Context: an optimization exercise on an open-source flow, tuned for small area. The choices shown serve that exercise and are no tape-out recipe. Function was not checked in any run shown here: the RTL went through the layout flow alone. Power figures rest on the tool's default switching activity, not on a simulated workload.

==> flow/design.v <==
module grip_core (
    input  wire        clk,
    input  wire        rst,
    input  wire        clk_in,
    input  wire        data_in,
    input  wire        edge_evt,
    input  wire        edge_src,
    input  wire        dec_en,
    input  wire        rd_req,
    input  wire [3:0]  rd_addr,
    output reg  [15:0] rd_data
);
    reg  [1:0]  v;
    reg         wg;       
    reg  [19:0] acc;      
    reg  [4:0]  cnt;
    wire is_clk = clk_in ^ v[0];
    wire is_gap = ~clk_in & ~v[0] & (data_in ^ v[1]) & wg;
    wire cnt20  = (cnt == 5'd20);
    wire enq    = edge_evt & ~is_clk & is_gap & cnt20;
    always @(posedge clk) begin
        if (edge_evt & is_clk)
            acc <= {acc[18:0], data_in};
    end
    always @(posedge clk) begin
        if (rst) begin
            v   <= 2'b00;
            wg  <= 1'b0;
            cnt <= 5'd0;
        end else if (edge_evt) begin
            if (is_clk) begin
                if (cnt != 5'd31)
                    cnt <= cnt + 5'd1;
            end else if (is_gap) begin
                cnt <= 5'd0;
            end
            wg <= ~v[0] & (data_in ^ v[1]);
            v  <= {data_in, clk_in};
        end
    end
    wire [19:0] f = acc;
    wire [6:0]  s;
    assign s[0] = f[0] ^ f[7]  ^ f[14];
    assign s[1] = f[1] ^ f[8]  ^ f[15];
    assign s[2] = f[2] ^ f[9]  ^ f[16];
    assign s[3] = f[3] ^ f[10] ^ f[17];
    assign s[4] = f[4] ^ f[11] ^ f[18];
    assign s[5] = f[5] ^ f[12] ^ f[19];
    assign s[6] = f[6] ^ f[13];
    reg [3:0] nib;
    always @(*) begin
        case (s[6:4])
            3'd0: nib = 4'h0;
            3'd1: nib = 4'h7;
            3'd2: nib = 4'he;
            3'd3: nib = 4'h9;
            3'd4: nib = 4'hb;
            3'd5: nib = 4'hc;
            3'd6: nib = 4'h5;
            default: nib = 4'h2;
        endcase
    end
    wire ok  = (s[3:0] == nib);
    wire is2 = ok & (f[19:18] == 2'd2);
    wire [14:0] enq_code = {is2, f[17:6],
                            is2 ? f[5:4] : (ok ? f[19:18] : 2'b10)};
    reg [14:0] q [0:9];
    reg [3:0]  wr_ptr, rd_ptr;
    reg        full;
    wire empty  = (wr_ptr == rd_ptr) & ~full;
    wire do_enq = enq & ~full;
    wire do_deq = dec_en & ~empty;
    wire [3:0] wr_nxt = (wr_ptr == 4'd9) ? 4'd0 : wr_ptr + 4'd1;
    wire [3:0] rd_nxt = (rd_ptr == 4'd9) ? 4'd0 : rd_ptr + 4'd1;
    integer i;
    always @(posedge clk) begin
        for (i = 0; i < 10; i = i + 1)
            if (do_enq && wr_ptr == i)
                q[i] <= enq_code;
    end
    always @(posedge clk) begin
        if (rst) begin
            wr_ptr <= 4'd0;
            rd_ptr <= 4'd0;
            full   <= 1'b0;
        end else begin
            if (do_enq)
                wr_ptr <= wr_nxt;
            if (do_deq)
                rd_ptr <= rd_nxt;
            if (do_enq & ~do_deq & (wr_nxt == rd_ptr))
                full <= 1'b1;
            else if (do_deq)
                full <= 1'b0;
        end
    end
    reg [14:0] e;
    always @(*) begin
        case (rd_ptr)
            4'd0: e = q[0];
            4'd1: e = q[1];
            4'd2: e = q[2];
            4'd3: e = q[3];
            4'd4: e = q[4];
            4'd5: e = q[5];
            4'd6: e = q[6];
            4'd7: e = q[7];
            4'd8: e = q[8];
            default: e = q[9];
        endcase
    end
    wire wr2 = do_deq & e[14];
    wire wr0 = do_deq & ~e[14] & (e[1:0] == 2'b00);
    wire wr1 = do_deq & ~e[14] & (e[1:0] == 2'b01);
    wire wr3 = do_deq & ~e[14] & (e[1:0] == 2'b11);
    reg [5:0]  x_r, y_r, lt_r, rt_r, thr_r;
    reg [1:0]  hatx_r, haty_r, dpadx_r, dpady_r;
    reg [10:0] btn_r;
    reg [3:0]  init_r;
    always @(posedge clk) begin
        if (wr0) begin
            x_r <= e[7:2];
            y_r <= ~e[13:8];
        end
        if (wr1) begin
            lt_r <= e[7:2];
            rt_r <= e[13:8];
        end
        if (wr2) begin
            thr_r   <= e[13:8];
            hatx_r  <= {~e[1] & e[0], e[1] ^ e[0]};
            haty_r  <= {~e[2] & e[3], e[2] ^ e[3]};
            dpadx_r <= {~e[5] & e[4], e[5] ^ e[4]};
            dpady_r <= {~e[6] & e[7], e[6] ^ e[7]};
        end
        if (wr3)
            btn_r <= e[13:3];
    end
    always @(posedge clk) begin
        if (rst)
            init_r <= 4'd0;
        else
            init_r <= init_r | {wr3, wr2, wr1, wr0};
    end
    always @(posedge clk) begin
        if (rst) begin
            rd_data <= 16'd0;
        end else if (rd_req) begin
            case (rd_addr)
                4'd0:    rd_data <= {10'd0, x_r     & {6{init_r[0]}}};
                4'd1:    rd_data <= {10'd0, y_r     & {6{init_r[0]}}};
                4'd2:    rd_data <= {10'd0, lt_r    & {6{init_r[1]}}};
                4'd3:    rd_data <= {10'd0, rt_r    & {6{init_r[1]}}};
                4'd4:    rd_data <= {10'd0, thr_r   & {6{init_r[2]}}};
                4'd5:    rd_data <= {14'd0, hatx_r  & {2{init_r[2]}}};
                4'd6:    rd_data <= {14'd0, haty_r  & {2{init_r[2]}}};
                4'd7:    rd_data <= {14'd0, dpadx_r & {2{init_r[2]}}};
                4'd8:    rd_data <= {14'd0, dpady_r & {2{init_r[2]}}};
                4'd9:    rd_data <= {5'd0,  btn_r   & {11{init_r[3]}}};
                4'd10:   rd_data <= {12'd0, init_r};
                default: rd_data <= 16'd0;
            endcase
        end
    end
endmodule
==> flow/run.sh <==
#!/bin/bash
# synth_recipe.tcl (not shown) runs the flow's synth.tcl, then flattens the netlist and writes it again
# the make line also repeats each setting of config.mk as NAME=value (left out here)
make -C /OpenROAD-flow-scripts/flow DESIGN_CONFIG=/design/flow/config.mk WORK_HOME=/design/flow/orfs CLKGATE_MAP_FILE= SYNTH_SCRIPT=/design/flow/synth_recipe.tcl finish
==> flow/config.mk <==
export PLATFORM = sky130hd
export DESIGN_NAME = grip_core
export DESIGN_NICKNAME = grip_core
export VERILOG_FILES = /design/flow/design.v
export SDC_FILE = /design/flow/constraint.sdc
export NUM_CORES = 4
export LEC_CHECK = 0
export ABC_AREA = 1
export CAP_MARGIN = 20
export CORE_MARGIN = 2
export CORE_UTILIZATION = 70
export SLEW_MARGIN = 20
==> flow/constraint.sdc <==
create_clock -name core_clock -period 8.0 [get_ports {clk}]
set_input_delay 1.6000 -clock core_clock [delete_from_list [all_inputs] [get_ports {clk}]]
set_output_delay 1.6000 -clock core_clock [all_outputs]
set_load 0.01 [all_outputs]
==> summary.md, run 1 <==
| Metric | Value |
|---|---|
| Status | `no timing/DRC/antenna violations` |
| Worst reg2reg path depth | `10` |
| Worst hold margin | `0.465 ns` |
| First-pass GRT wire length | `35,900 um` |
| Die Ht | `127 um` |
| Setup Viol. Count Final | `0` |
| Placed Cells | `1,104` |
| Maximum vdd drop | `0.177 mV` |
| Die area | `16,000 um^2` |
| CTS Hold Bufs | `0` |
| Syn Area/Cell | `around 12 um^2` |
| Met1 GRT Util | `0.389` |
| Skew-Pair Late Insertion Delay | `0.52 ns` |
| Top cells by area, synth | `edfxtp_1 63%, nand2_1 7.5%, dfxtp_1 6.1%, inv_1 2.7%, nand3_1 2.7%` |
| Max_slew headroom | `0.320` |
| Final cycle utilization of the critical path | `0.520` |
| Gate power share | `0.074` |
| CTS tree | `built` |
| Area grow syn2layout | `11.4%` |
| Kind of critical path | `input port to flop` |
| Setup tns final | `0 ns` |
| Post-CTS sizing | `0` |
| Diodes inserted | `0` |
| DR pass1 iterations | `5` |
| Clk pwr share | `0.418` |
| Hold WC Path Type | `flop to flop` |
| Hold depth | `2` |
| Clk buf depth | `3` |
| RSZ-0062 raised after global routing | `false` |
| Clock skew | `0.0205 ns` |
| Crit. End Element | `flop` |
| Final std cell area, no fill | `roughly 12,000 um^2` |
| Clock root buffer | `clkbuf_16` |
| Seq/Total Area, Yosys | `0.686` |
| Max Fanout on Critical Path | `15` |
| Routed vias/inst | `~6.0` |
| Flops & latches, synth | `around 250` |
| Initial antenna violation count | `0` |
| Static leakage | `0.00435 uW` |
| Synth Warn # | `2` |
| IO Pins | `28` |
| Pint | `2260 uW` |
| Share of cells above drive strength 1 | `0.112` |
| Via count | `about 6.9k` |
| Worst path required time | `8.13 ns` |
| Max-cap violations | `0` |
| Total CTS buffers | `25` |
| FFs w/ async S/R, synth | `0` |
| Synth area leader | `edfxtp_1` |
| Detailed Route WL | `22,800 um` |
| Most used flip-flop cell after synthesis | `edfxtp_1` |
| Met3 usage | `0.0401` |
| H-tree lvl count | `1` |
| Drt drc | `0` |
| Most frequent cell after synthesis | `edfxtp_1` |
| Largest net degree at the start of global routing | `21` |
| Pwr/cell area | `249 nW/um^2` |
| Setup WS post-layout | `3.84 ns` |
| Number of fill cells | `818` |
| Met2 usage | `0.494` |
| Worst-path clk slew | `~0.06 ns` |
| Final min period | `4.16 ns` |
| Final HPWL DP | `14,800 um` |
| Slew Limit Fails | `0` |
| Final Wtd Congestion | `0.942` |
| Vias in the first global route | `6,727` |
| Power share of the sequential group | `0.508` |
| Global Route Usage Sum | `0.290` |
| Sw Ratio | `0.226` |
| Routed len/inst | `between 15 and 20 um` |
| Distinct cells, synth | `39` |
| Final Hold Fails | `0` |
| Drt initial violations | `767` |
| P_sw | `659 uW` |
| Fin cells | `1,150` |
| Rows | `44` |
| Core box area | `14,600 um^2` |
| Cell area after placement | `10,900 um^2` |
| Number of port buffers | `21` |
| Maximum clock rate | `241 MHz` |
| Post-Syn Area | `10,500 um^2` |
| Post-synthesis cell count | `911` |
| Antenna-violating nets left | `0` |
| GRT busiest layer | `met2` |
| Setup bufs post-CTS | `0` |
| Die span in x | `127 um` |
| GR Overflow Total | `0` |
| Starting density of the core | `0.721` |
| CP arrival | `4.29 ns` |
| Dpl ws | `3.36 ns` |
| Worst slew pin tran | `1.02 ns` |
| Number of synthesized flops with an enable pin | `219` |
| Sink Count | `around 250` |
| Top-area cell type share of the netlist area | `0.625` |
| Fin nets | `974` |
| Most frequent cells after synthesis | `219 x edfxtp_1, 210 x nand2_1, 77 x inv_1` |
| Startpoint Class | `input port` |
stage by stage:
step           total power (uW)  utilization
2_1_floorplan              1650            -
3_3_place_gp               1710        0.745
3_5_place_dp               1720        0.745
4_1_cts                    2910        0.803
5_1_grt                    2990        0.803
6_report                   2910        0.803
routing by layer:
metal / wire length (um) / vias up
li1: - / 3206
met1: 8850 / 3340
met2: 11500 / 334
met3: 1710 / 61
met4: 721 / 0
met5: 0 / -
state kept, by name (all words and copies together) (netlist names), 4 cells and up:
register / cells
q: 150
acc: 20
btn_r: 11
rd_data: 11
lt_r: 6
rt_r: 6
thr_r: 6
x_r: 6
y_r: 6
cnt: 5
init_r: 4
rd_ptr: 4
wr_ptr: 4
worst paths after layout:
path | startpoint | to | slack (ns)
setup / recovery | clk_in | q[2][0] | 3.84
hold / removal | rd_data[5] | rd_data[5] | 0.46
setup reg to reg | rd_ptr[0] | rt_r[1] | 4.56
hold reg to reg | rd_data[5] | rd_data[5] | 0.46
power by group through the flow:
stage	Sequential (uW)	Combinational, uW	Clock (uW)
2_1_floorplan	1500	154	0
3_3_place_gp	1510	202	0
3_5_place_dp	1510	211	0
4_1_cts	1480	215	1220
5_1_grt	1480	241	1270
6_report	1480	217	1220
worst max-delay path, stage by stage:
cell and delay, ns:
clkdlybuf4s50_1 0.45, inv_1 0.05, ha_1 0.35, nor3b_1 0.21, nand2_1 0.14, nor2_2 0.25
nand2_2 0.21, clkinv_2 0.13, nand3_1 0.13, nor2_2 0.77
kinds of logic (layout without fill, tap and decap cells):
kind of cell / Yosys count / after routing / share of synthesized area
AOI/OAI and AO/OA: 101 / 101 / 0.0546
DFF: 251 / 251 / 0.686
and+or+nand+nor: 405 / 405 / 0.174
other: 1 / 5 / 0.000357
xor gates and xnor gates: 18 / 18 / 0.0150
adders and majority gates: 15 / 15 / 0.0178
buffers and inverters: 120 / 171 / 0.0523
layout by cell type, fill, tap and decap left out, types with 5 or more instances in the layout:
master and count:
nand3_1 57, clkinv_2 6, clkinv_1 6, nor3_1 5
bufinv_16 5, nand4_1 24, edfxtp_1 219, nor2_1 62
clkbuf_16 25, inv_1 77, xnor2_1 9, clkdlybuf4s50_1 21
dfxtp_1 32, or2_2 6, nand3b_1 5, nand2_2 11
xor2_1 9, inv_2 18, nand3_2 6, a21oi_1 39
conb_1 5, o21ai_2 6, o21ai_0 40, nor2_4 5
buf_4 7, nor2_2 6, nand2_1 210, ha_1 15
layout make-up:
type                    instances  area (um^2)  share of cell area
flip-flops and latches        251         7220               0.616
multi-input cells             544         2790               0.238
clock buffers                  27          633              0.0540
inverters                      97          368              0.0314
repair buffers                 28          263              0.0224
well taps                     184          230              0.0196
clock inverters                19          221              0.0189
==> run 2: changes to the inputs <==
--- a/flow/config.mk
+++ b/flow/config.mk
@@ -5,8 +5,7 @@
 export SDC_FILE = /design/flow/constraint.sdc
 export NUM_CORES = 4
 export LEC_CHECK = 0
-export ABC_AREA = 1
 export CAP_MARGIN = 20
 export CORE_MARGIN = 2
-export CORE_UTILIZATION = 70
+export CORE_UTILIZATION = 40
 export SLEW_MARGIN = 20
==> run 2 against run 1 <==
Power shrank 2.2%. Worst hold slack lost 0.010 ns. Via count shrank 8.6%. Sequential share of layout area shrank 1.9 points. Final area grew 3.3%. Register-to-register slack lost 0.46 ns. Still clean. Largest power group unchanged. Critical endpoint is now q[3][3]. Combinational power shrank 63%.
==> summary.md, run 2 <==
| Metric | Value |
|---|---|
| Worst path required time | `8.14 ns (was 8.13 ns)` |
| Sink Count | `251 (unchanged)` |
| Core box area | `26,000 um^2 (was 14,600 um^2)` |
| Drt drc | `0 (unchanged)` |
| Largest stage delay on the critical path | `0.85 ns (was 0.77 ns)` |
| Largest Register | `q (unchanged)` |
| Largest net degree at the start of global routing | `58 (was 21)` |
| Post-synthesis cell count | `744 (was 911)` |
| Via count | `6,346 (was 6,941)` |
| Global Route Usage Sum | `0.170 (was 0.290)` |
| Post-CTS sizing | `0 (unchanged)` |
| Setup Viol. Count Final | `0 (unchanged)` |
| H-tree lvl count | `1 (unchanged)` |
| Final Wtd Congestion | `0.792 (was 0.942)` |
| Startpoint Class | `input port (unchanged)` |
| Synth Warn # | `2 (unchanged)` |
| Area grow syn2layout | `14.3% (was 11.4%)` |
| First-pass GRT wire length | `37,000 um (was 35,900 um)` |
| Antenna-violating nets left | `0 (unchanged)` |
| CP max stage cell | `nor2_2 (unchanged)` |
| Number of port buffers | `21 (unchanged)` |
| GR Overflow Total | `0 (unchanged)` |
| Slew Limit Fails | `0 (unchanged)` |
| Final std cell area, no fill | `12,100 um^2 (was 11,700 um^2)` |
| Commonest non-fill, non-tap cells in the layout | `219 x edfxtp_1, 48 x nor2_1, 30 x a21oi_1, 30 x dfxtp_1, 29 x clkbuf_16 (was 219 x edfxtp_1, 210 x nand2_1, 77 x inv_1, 62 x nor2_1, 57 x nand3_1)` |
| Crit. End Element | `flop (unchanged)` |
| Maximum vdd drop | `0.146 mV (was 0.177 mV)` |
| Hold WC Path Type | `flop to flop (unchanged)` |
| Crit path buf inv count | `2 (was 3)` |
| Starting density of the core | `0.407 (was 0.721)` |
| Critical Path Source | `clk_in (unchanged)` |
| Top-area cell type share of the netlist area | `0.621 (was 0.625)` |
| Max-cap violations | `0 (unchanged)` |
| RSZ-0062 raised after global routing | `false (unchanged)` |
| Final HPWL DP | `14,800 um (about the same)` |
| Commonest non-fill, non-tap cell in the layout | `edfxtp_1 (unchanged)` |
| Worst-path clk slew | `0.06 ns (about the same)` |
| Status | `no timing/DRC/antenna violations (unchanged)` |
| Rows | `59 (was 44)` |
| Setup tns final | `0 ns (unchanged)` |
| IO Pins | `28 (unchanged)` |
| Drt initial violations | `685 (was 767)` |
| Beginning of the worst hold path | `rd_data[5] (unchanged)` |
| DR pass1 iterations | `5 (unchanged)` |
| Clk buf depth | `3 (unchanged)` |
| Most frequent cells after synthesis | `219 x edfxtp_1, 51 x nor2_1, 32 x dfxtp_1 (was 219 x edfxtp_1, 210 x nand2_1, 77 x inv_1)` |
| FFs w/ async S/R, synth | `0 (unchanged)` |
| Diodes inserted | `0 (unchanged)` |
| Synth area leader | `edfxtp_1 (unchanged)` |
| Initial antenna violation count | `0 (unchanged)` |
| Setup bufs post-CTS | `0 (unchanged)` |
| Cell family with most CP delay | `simple AND/OR/NAND/NOR gates (unchanged)` |
| Final cycle utilization of the critical path | `0.522 (was 0.520)` |
| Flops & latches, synth | `251 (unchanged)` |
| Routed len/inst | `21.1 um (was 19.8 um)` |
| Final Hold Fails | `0 (unchanged)` |
| Seq/Total Area, Yosys | `0.682 (was 0.686)` |
| Share of cells above drive strength 1 | `0.111 (was 0.112)` |
| Syn Area/Cell | `14.2 um^2 (was 11.5 um^2)` |
| Detailed Route WL | `23,600 um (was 22,800 um)` |
| Clock skew | `0.0150 ns (was 0.0205 ns)` |
| Largest regs | `q x150, acc x20 (unchanged)` |
| Max Fanout on Critical Path | `15 (unchanged)` |
| Post-Syn Area | `10,600 um^2 (was 10,500 um^2)` |
| Clock root buffer | `clkbuf_16 (unchanged)` |
| Max FFs per register | `150 (unchanged)` |
| Vias in the first global route | `6,388 (was 6,727)` |
| Die span in x | `167 um (was 127 um)` |
| Static leakage | `0.00393 uW (was 0.00435 uW)` |
| Most used flip-flop cell after synthesis | `edfxtp_1 (unchanged)` |
| Max_slew headroom | `0.267 (was 0.320)` |
| Total CTS buffers | `26 (was 25)` |
| Die Ht | `167 um (was 127 um)` |
| Worst slew pin tran | `1.10 ns (was 1.02 ns)` |
| CP arrival | `4.32 ns (was 4.29 ns)` |
| Distinct cells, synth | `78 (was 39)` |
| Cell area after placement | `11,100 um^2 (was 10,900 um^2)` |
| Maximum clock rate | `239 MHz (was 241 MHz)` |
| Pwr/cell area | `236 nW/um^2 (was 249 nW/um^2)` |
| CTS tree | `built (unchanged)` |
| Final min period | `4.18 ns (was 4.16 ns)` |
| Most frequent cell after synthesis | `edfxtp_1 (unchanged)` |
| Fin nets | `790 (was 974)` |
| Routed vias/inst | `5.68 (was 6.04)` |
| Number of fill cells | `2,247 (was 818)` |
| Die area | `27,800 um^2 (was 16,000 um^2)` |
| Kind of critical path | `input port to flop (unchanged)` |
| Crit-path cells | `clkdlybuf4s50_1 > inv_1 > ha_1 > nand4b_2 > nor4_4 > nand2_1 > nor2_2 (was clkdlybuf4s50_1 > inv_1 > ha_1 > nor3b_1 > nand2_1 > nor2_2 > nand2_2 > clkinv_2 > nand3_1 > nor2_2)` |
| Top cells by area, synth | `edfxtp_1 62%, dfxtp_1 6.1%, mux2i_1 2.2%, xnor2_1 2.2%, nor2_1 1.8% (was edfxtp_1 63%, nand2_1 7.5%, dfxtp_1 6.1%, inv_1 2.7%, nand3_1 2.7%)` |
| CTS Hold Bufs | `0 (unchanged)` |
| Number of synthesized flops with an enable pin | `219 (unchanged)` |
| Skew-Pair Late Insertion Delay | `0.53 ns (was 0.52 ns)` |
| Reg2reg start | `rd_ptr[1] (was rd_ptr[0])` |
-- run 2: changes by cell type in the layout (fill, tap and decap cells not counted), moves of 17 or more --
cell / change
o21ai_0: -24
mux2i_1: +23
inv_1: -59
xnor2_1: +17
nand3_1: -42
nand4_1: -20
nand2_1: -183
a22oi_1: +17
-- run 2: layout make-up --
class	count	area (um^2)	area share
multi-input combinational	430	3120	0.258
clock buffer	32	747	0.0617
timing repair buffer	33	300	0.0248
inverter	21	78.8	0.00651
sequential	251	7220	0.597
clock inverter	16	213	0.0176
tap	335	419	0.0346
-- run 2: worst paths after layout --
| path | end | slack, ns | cells past startpoint |
|---|---|---|---|
| worst max register to register | btn_r[3] | 4.10 | 9 |
| worst min-delay path | rd_data[5] | 0.45 | 2 |
| worst max-delay path | q[3][3] | 3.82 | 7 |
| worst min register to register | rd_data[5] | 0.45 | 2 |
-- run 2: cell families (layout without fill, tap and decap cells) --
group / Yosys count / after routing / synth area share
flops: 251 / 251 / 0.682
compound gates: 162 / 162 / 0.109
mux: 36 / 36 / 0.0398
fa+ha+maj: 15 / 15 / 0.0177
xor+xnor: 30 / 30 / 0.0248
buf+inv: 67 / 102 / 0.0288
simple gates: 182 / 182 / 0.0974
other cells: 1 / 5 / 0.000354
-- run 2: through the flow --
| stage | hold slack, ns | utilization | total power [uW] | worst slack (ns) | cells |
|---|---|---|---|---|---|
| 6_report | 0.455 | 0.466 | 2850 | 3.82 | 1118 |
| 5_1_grt | 0.484 | 0.466 | 2930 | 3.60 | 1118 |
| 4_1_cts | 0.460 | 0.465 | 2880 | 3.80 | 1118 |
| 3_5_place_dp | 0.445 | 0.428 | 1560 | 3.24 | 1070 |
| 3_3_place_gp | 0.435 | 0.428 | 1550 | 3.32 | 1070 |
| 2_1_floorplan | 0.446 | - | 1530 | 3.75 | 748 |
-- run 2: per-layer routing --
layer	vias to the layer above	share of wire	wire length (um)	global-route usage
met2	188	0.48	11300	0.280
li1	2902	-	-	-
met5	-	0	0	0
met1	3210	0.44	10400	0.235
met4	0	0.027	629	0.0555
met3	46	0.052	1220	0.0242
-- run 2: power breakdown --
group | switching (uW) | internal [uW] | total (uW)
Sequential | 16.2 | 1430 | 1450
Clock | 498 | 825 | 1320
Combinational | 49.1 | 31.9 | 81.1
-- run 2: tightest hold or removal path, stage by stage (launching register included) --
cell and delay, ns:
dfxtp_1 0.31, nand2_1 0.05, o21ai_1 0.05

==> separate check: timing with driven ports <==
The results above use ideal ports. As a check the final layouts listed here were re-extracted and re-timed, cells and wires unchanged.
Step 1, drivers: a clkbuf_16 drives clk and a buf_2 each remaining input, both assumed.
Step 2 moves the port delays by t, midway between the first and last clock arrival at a register: inputs arrive t later, outputs are due t later. That takes back most of the time a late clock gives input paths.
Three values: ideal ports, drivers, drivers and shift; two values: the first two.
run	t, ns	setup WS [ns]	worst hold slack (ns)	worst setup path at the end
run 1	0.557	3.842 / 3.864 / 3.306	0.465 / 0.465 / 0.465	input to register
run 2	0.570	3.824 / 3.847 / 3.277	0.455 / 0.455 / 0.455	input to register
After both steps setup and hold are still met in every run listed. The setup slack of run 2, which loses most, moves by +0.023 ns with the drivers and by -0.547 ns with both steps.
